Source: an optimization exercise on an open RTL-to-GDS flow (aim: small area). Production flows keep margins and buffers that such runs may drop.
Where RTL was checked, it was by simulation tests only, not by an equivalence proof against the original.
Power is estimated from default activity; no workload was simulated. The clock port is modelled as an ideal driver; clocking choices that lean on that would not hold on a real chip.

Design hp45_core, start of the top module:
module hp45_core (
    input  wire        clk,
    input  wire        rst,
    input  wire        tick,
    input  wire        cmd_valid,
    input  wire [15:0] cmd,
    input  wire [31:0] wdata,
    output reg         rsp_valid,
    output reg  [2:0]  rc,
    output reg  [31:0] rdata,
    output wire [7:0]  port0,
    output wire [7:0]  port1,
    output wire        irq
);
    localparam integer A   = 8;
    localparam integer P   = 14;
    localparam integer PAT = A * P;
    localparam [2:0] RC_OK      = 3'd0;
    localparam [2:0] RC_FULL    = 3'd1;
    localparam [2:0] RC_EMPTY   = 3'd2;
    localparam [2:0] RC_BUSY    = 3'd3;
    localparam [2:0] RC_ILLEGAL = 3'd4;
    localparam [5:0] OP_LDPOS    = 6'h01;
    localparam [5:0] OP_LDPAT    = 6'h02;
    localparam [5:0] OP_ADD      = 6'h03;
    localparam [5:0] OP_NEXT     = 6'h04;
    localparam [5:0] OP_PEEKPOS  = 6'h05;
    localparam [5:0] OP_PEEKPAT  = 6'h06;
    localparam [5:0] OP_PKAPOS   = 6'h07;
    localparam [5:0] OP_PKAPAT   = 6'h08;
    localparam [5:0] OP_RDSPC    = 6'h09;
    localparam [5:0] OP_RDSPCMIN = 6'h0A;
    localparam [5:0] OP_WRSPC    = 6'h0B;
    localparam [5:0] OP_MERGED   = 6'h0C;
    localparam [5:0] OP_SETMODE  = 6'h0D;
    localparam [5:0] OP_GETMODE  = 6'h0E;
    localparam [5:0] OP_GETLOOP  = 6'h0F;
    localparam [5:0] OP_CLEARALL = 6'h10;
    localparam [5:0] OP_RESETRD  = 6'h11;
    localparam [5:0] OP_SETACT   = 6'h12;
    localparam [5:0] OP_SETPMODE = 6'h13;
    localparam [5:0] OP_SETSPLIT = 6'h20;
  ...
For scale: about 3800 cells after synthesis, ~1100 flip-flops, ~110 I/O pins, ~0.047 mm2 of cells after synthesis.
clock: 15.0 ns
lec_check: 0
abc_area: 0
cap_margin: 20
core_margin: 2
core_utilization: 60
slew_margin: 20
run.sh (not shown) runs the stock make flow with config.mk's settings and CLKGATE_MAP_FILE= SYNTH_SCRIPT=/design/flow/synth_recipe.tcl, a recipe that flattens the netlist after the stock synthesis.
Next try:
--- a/flow/config.mk
+++ b/flow/config.mk
@@ -7,6 +7,6 @@
 export LEC_CHECK = 0
-export ABC_AREA = 0
 export CAP_MARGIN = 20
 export CORE_MARGIN = 2
-export CORE_UTILIZATION = 60
+export CORE_UTILIZATION = 50
+export CTS_BUF_LIST = sky130_fd_sc_hd__clkbuf_4 sky130_fd_sc_hd__clkbuf_8
 export SLEW_MARGIN = 20
Result: Power is lower slightly. Clock skew went down by 42 ps. Register-to-register slack is worse by 570 ps. First-iteration DRC count is lower by about a fifth. Flip-flop and latch count is unchanged. Worst hold slack is better by 20 ps. Combinational power grows slightly. Setup slack gets worse by 290 ps. Wire length rose slightly.
No functional check of the RTL was part of any run of this note.

hp45_core, a different RTL version from the one above (not shown whole).
Size: about 110 I/O pins, roughly 0.044 mm^2 of cells after synthesis.
export LEC_CHECK = 0
export CAP_MARGIN = 20
export CORE_MARGIN = 2
export CORE_UTILIZATION = 50
export SLEW_MARGIN = 20
create_clock -name core_clock -period 15.0 [get_ports {clk}]
standard.sh (not shown) runs the stock make flow with config.mk's settings and CLKGATE_MAP_FILE= SYNTH_SCRIPT=/design/flow/synth_recipe.tcl, a recipe that flattens the netlist after the stock synthesis.
==> flow/flow/run.sh <==
#!/bin/bash
set -euo pipefail
export CTS_ARGS="-sink_clustering_enable -repair_clock_nets -sink_clustering_size 20 -sink_clustering_max_diameter 100 -dont_use_dummy_load"
export BUFFER_PORTS_ARGS="-buffer_cell sky130_fd_sc_hd__buf_1"
bash standard.sh > standard.log 2>&1
Change:
==> flow/flow/run.sh (replaced) <==
#!/bin/bash
set -euo pipefail
export CTS_ARGS="-sink_clustering_enable -repair_clock_nets -sink_clustering_size 30 -sink_clustering_max_diameter 85 -dont_use_dummy_load"
export BUFFER_PORTS_ARGS="-buffer_cell sky130_fd_sc_hd__buf_1"
bash standard.sh > standard.log 2>&1
Settings changed: PLACE_DENSITY set to 0.85.
After rerunning:
- setup slack is better by 80 ps
- routed wire length fell by 9.4%
- clock power came out lower by about 16%
- total power fell by about 5%
- die area stays the same
- critical path depth rises by 2
- first-iteration DRC count came out higher by 33%
Change:
==> flow/run.sh (new file) <==
#!/bin/bash
# synth_recipe.tcl (not shown) runs the flow's synth.tcl, then flattens the netlist and writes it again
# the make line also repeats each setting of config.mk as NAME=value (left out here)
make -C /OpenROAD-flow-scripts/flow DESIGN_CONFIG=/design/flow/config.mk WORK_HOME=/design/flow/orfs CLKGATE_MAP_FILE= SYNTH_SCRIPT=/design/flow/synth_recipe.tcl finish
Settings changed: CTS_CLUSTER_DIAMETER set to 60, CTS_CLUSTER_SIZE set to 30, PLACE_DENSITY 0.85 to unset.
removed: flow/flow/run.sh
removed: flow/standard.sh
Outcome: Register-to-register slack degrades by 40 ps; routed wire length went up by 12%; clock skew drops by 3.2 ps; core utilization increases by 2.7 points.

Starting RTL as in the previous note.
==> flow/config.mk <==
export PLATFORM = sky130hd
export DESIGN_NAME = hp45_core
export DESIGN_NICKNAME = hp45_core
export VERILOG_FILES = /design/flow/design.v
export SDC_FILE = /design/flow/constraint.sdc
export NUM_CORES = 8
export LEC_CHECK = 0
export CAP_MARGIN = 20
export CORE_MARGIN = 2
export CORE_UTILIZATION = 50
export SLEW_MARGIN = 20
==> flow/constraint.sdc <==
create_clock -name core_clock -period 15.0 [get_ports {clk}]
set_input_delay 3.0000 -clock core_clock [delete_from_list [all_inputs] [get_ports {clk}]]
set_output_delay 3.0000 -clock core_clock [all_outputs]
set_load 0.01 [all_outputs]
==> flow/flow/run.sh <==
#!/bin/bash
set -euo pipefail
export CTS_ARGS="-sink_clustering_enable -repair_clock_nets -sink_clustering_size 40 -sink_clustering_max_diameter 60 -dont_use_dummy_load"
export BUFFER_PORTS_ARGS="-buffer_cell sky130_fd_sc_hd__buf_1"
bash standard.sh > standard.log 2>&1
Edit:
==> flow/flow/run.sh (replaced) <==
#!/bin/bash
set -euo pipefail
export CTS_ARGS="-sink_clustering_enable -repair_clock_nets -sink_clustering_size 30 -sink_clustering_max_diameter 75 -dont_use_dummy_load"
export BUFFER_PORTS_ARGS="-buffer_cell sky130_fd_sc_hd__buf_1"
bash standard.sh > standard.log 2>&1
PLACE_DENSITY = 0.9   (was default)
Hold slack is better by 0.015 ns.
Combinational power shrinks by about 3%.
Power shrinks by 8.8%.
Setup slack is worse by 0.18 ns.
Final area shrinks by 1.9%.
Area after synthesis is unchanged.
Edit:
==> flow/flow/run.sh (replaced) <==
#!/bin/bash
set -euo pipefail
export CTS_ARGS="-sink_clustering_enable -repair_clock_nets -sink_clustering_size 30 -sink_clustering_max_diameter 85 -dont_use_dummy_load"
export BUFFER_PORTS_ARGS="-buffer_cell sky130_fd_sc_hd__buf_1"
bash standard.sh > standard.log 2>&1
PLACE_DENSITY = 0.85   (was 0.9)
=>
- routed wire length falls by 2.0%
- final area barely changes
- synthesized area does not change
- worst setup slack gets better by 0.27 ns
- first-iteration DRC count came out higher by 5.8%
- total power hardly moves
- combinational power is higher by about 2%
- worst hold slack improves by 0.015 ns
- final cell count is unchanged
- clock power hardly moves
- clock-buffer cell count drops by 1
Edit:
==> flow/flow/run.sh (replaced) <==
#!/bin/bash
set -euo pipefail
export CTS_ARGS="-sink_clustering_enable -repair_clock_nets -sink_clustering_size 20 -sink_clustering_max_diameter 100 -dont_use_dummy_load"
export BUFFER_PORTS_ARGS="-buffer_cell sky130_fd_sc_hd__buf_1"
bash standard.sh > standard.log 2>&1
CORE_UTILIZATION = 65   (was 50)
PLACE_DENSITY = default   (was 0.85)
Hold slack degrades by 0.041 ns.
Final cell count falls by 6.3%.
Routed wire length increases by about 6%.
Final area barely changes.
Count of clock-buffer cells in the layout came out higher by 17.
Power came out higher by 4.9%.
Critical path depth goes down by 1.
Sequential share of layout area fell by 0.16 points.
Clock skew came out higher by 0.024 ns.

-- static timing again, ports no longer ideal --
The flow's constraints put no driver on any port. The routed layouts listed below were extracted and timed again, unchanged, in two steps. Step 1, drivers: a clkbuf_16 drives clk and a buf_2 each remaining input, both assumed. Step 2 adds t to the input delays and takes it off the output delays; t is the mean of the earliest and latest rising clock arrival at the registers after step 1. Input paths then give back, and output paths get back, about the clock's delay inside the block. Slacks: ideal ports / drivers / drivers and shift; pairs: ideal ports / drivers.
run	t (ns)	setup WS [ns]	hold slack, ns
the first run of note 1	0.748	1.756 / 1.707 / 0.959	0.400 / 0.400 / 0.400
the second run of note 1	0.924	1.465 / 1.506 / 0.582	0.420 / 0.420 / 0.420
the first run of note 2	0.710	0.907 / 0.950 / 0.240	0.431 / 0.431 / 0.431
the second run of note 2	0.669	0.987 / 0.997 / 0.328	0.455 / 0.455 / 0.455
the third run of note 2	0.726	0.605 / 0.654 / -0.073	0.431 / 0.431 / 0.431
the first run of note 3	0.699	0.897 / 0.945 / 0.246	0.424 / 0.424 / 0.424
the second run of note 3	0.671	0.716 / 0.728 / 0.057	0.440 / 0.440 / 0.440
the third run of note 3	0.669	0.987 / 0.997 / 0.328	0.455 / 0.455 / 0.455
the fourth run of note 3	0.702	0.936 / 0.961 / 0.259	0.414 / 0.414 / 0.414
With both steps, setup timing fails in the third run of note 2, where it was met with ideal ports. For the second run of note 1, which loses most, drivers alone change the setup slack by +0.041 ns; drivers and shift together by -0.883 ns.
